Source: an optimization exercise on an open RTL-to-GDS flow (aim: small area, a short achievable clock period and few clock cycles). Production flows keep margins and buffers that such runs may drop.

==> flow/design.v (excerpt) <==
module binimg_cq (
    input  wire        clk,
    input  wire        rst,
    input  wire        cmd_valid,
    output wire        cmd_ready,
    input  wire [31:0] cmd_word,
    output wire        rsp_valid,
    input  wire        rsp_ready,
    output wire [31:0] rsp_word,
    output wire [63:0] rsp_rgba16
);
    reg        va, vb, h, vo, rdy;
    reg [26:0] areg, breg;     
    reg [30:0] oreg;           
    wire [2:0] pre_op3;
    bq_pre u_pre (.cmd(cmd_word), .op3(pre_op3));
    wire [26:0] cur = h ? breg : areg;
    wire        c_ill, c_qr, c_lz, c_nm, c_gray, c_rgba, c_gb;
    wire [23:0] c_res;
    bq_core u_core (.op3(cur[26:24]), .op(cur[23:0]), .st_ill(c_ill), .st_qr(c_qr),
                    .f_lz(c_lz), .f_nm(c_nm), .f_gray(c_gray), .res(c_res),
                    .rgba_en(c_rgba), .gb_en(c_gb));
    assign cmd_ready  = rdy;
    assign rsp_valid  = vo;
    assign rsp_word   = {2'b00, oreg[27], oreg[28], 1'b0, oreg[26:0]};
    assign rsp_rgba16 = {oreg[23:16], oreg[23:16], {2{oreg[15:8] & {8{oreg[30]}}}},
                         {2{oreg[7:0] & {8{oreg[30]}}}}, {16{oreg[29]}}};
    wire any    = va | vb;
    wire tgt    = any ? ~h : h;               
    wire o_free = ~vo | rsp_ready;            
    wire acc    = cmd_valid & rdy;
    wire take   = o_free & any;               
    wire va_n   = (va & ~(take & ~h)) | (acc & ~tgt);
    wire vb_n   = (vb & ~(take & h)) | (acc & tgt);
    always @(posedge clk) begin
        if (rdy & ~tgt) areg <= {pre_op3, cmd_word[23:0]};
        if (rdy & tgt)  breg <= {pre_op3, cmd_word[23:0]};
  ...
==> flow/config.mk <==
export PLATFORM = sky130hd
export DESIGN_NAME = binimg_cq
export DESIGN_NICKNAME = binimg_cq
export VERILOG_FILES = /design/flow/design.v
export SDC_FILE = /design/flow/constraint.sdc
export NUM_CORES = 4
export LEC_CHECK = 0
export ABC_AREA = 1
export CAP_MARGIN = 20
export CORE_MARGIN = 2
export CORE_UTILIZATION = 60
export SLEW_MARGIN = 20
==> flow/constraint.sdc <==
create_clock -name core_clock -period 60.0 [get_ports {clk}]
set_input_delay 12.0000 -clock core_clock [delete_from_list [all_inputs] [get_ports {clk}]]
set_output_delay 12.0000 -clock core_clock [all_outputs]
set_load 0.01 [all_outputs]
standard.sh (not shown) runs the stock make flow with config.mk's settings and CLKGATE_MAP_FILE= SYNTH_SCRIPT=/design/flow/synth_recipe.tcl, a recipe that flattens the netlist after the stock synthesis.
==> flow/flow/run.sh <==
#!/bin/bash
# Standard ORFS layout with two changes to how it is made (the constraint file is unchanged):
#  - ports are buffered with the plain sky130 buffer instead of the delay buffer ORFS picks;
#  - the timing repair steps aim for a shorter clock period than the constraint's.
set -euo pipefail
bash standard.sh "BUFFER_PORTS_ARGS=-buffer_cell sky130_fd_sc_hd__buf_1" SETUP_SLACK_MARGIN=47 TNS_END_PERCENT=0 finish > standard_flow.log 2>&1
The starting point finished with timing, DRC and antenna clean.
Next try:
--- a/flow/flow/run.sh
+++ b/flow/flow/run.sh
@@ -5,2 +5,2 @@
 set -euo pipefail
-bash standard.sh "BUFFER_PORTS_ARGS=-buffer_cell sky130_fd_sc_hd__buf_1" SETUP_SLACK_MARGIN=47 TNS_END_PERCENT=0 finish > standard_flow.log 2>&1
+bash standard.sh "BUFFER_PORTS_ARGS=-buffer_cell sky130_fd_sc_hd__buf_1" SETUP_SLACK_MARGIN=47.5 TNS_END_PERCENT=0 finish > standard_flow.log 2>&1
- CORE_UTILIZATION: 60 -> 40
Die area climbs by well over a third.
Hold slack degrades by 0.013 ns.
Via count drops slightly.
Wire length climbs by a few percent.
Worst setup slack degrades by 0.011 ns.
Next try:
--- a/flow/flow/run.sh
+++ b/flow/flow/run.sh
@@ -5,2 +5,2 @@
 set -euo pipefail
-bash standard.sh "BUFFER_PORTS_ARGS=-buffer_cell sky130_fd_sc_hd__buf_1" SETUP_SLACK_MARGIN=47.5 TNS_END_PERCENT=0 finish > standard_flow.log 2>&1
+bash standard.sh "BUFFER_PORTS_ARGS=-buffer_cell sky130_fd_sc_hd__buf_1" SETUP_SLACK_MARGIN=47 TNS_END_PERCENT=0 finish > standard_flow.log 2>&1
Effect:
- fmax hardly moves
- design area barely changes
- setup slack gains 0.029 ns
- die area is unchanged
- global-route usage rises by 0.37 points
No functional check of the RTL was part of any run of this note.

==> separate check: timing with driven ports <==
How much do the figures lean on ideal ports? The routed layouts below were timed once more, with nothing changed but the port constraints. Step 1 assumes that a clkbuf_16 drives the clock port and a buf_2 every other input. Step 2 also shifts input and output timing later by t, the mid clock arrival at the registers, as if the neighbouring blocks saw the same clock. Three values: ideal, step 1, step 2; two values: the first two.
| run | shift t [ns] | setup slack, ns | worst setup path at the end | pins driven straight from the clock port |
|---|---|---|---|---|
| the first run | 0.408 | 46.826 / 46.775 / 46.848 | input to register | 1 |
| the second run | 0.409 | 46.814 / 46.768 / 46.829 | input to register | 1 |
| the third run | 0.405 | 46.844 / 46.802 / 46.822 | input to register | 1 |
After both steps setup and hold are still met in every run listed. The setup slack of the third run, which loses most, moves by -0.042 ns with the drivers and by -0.022 ns with both steps.
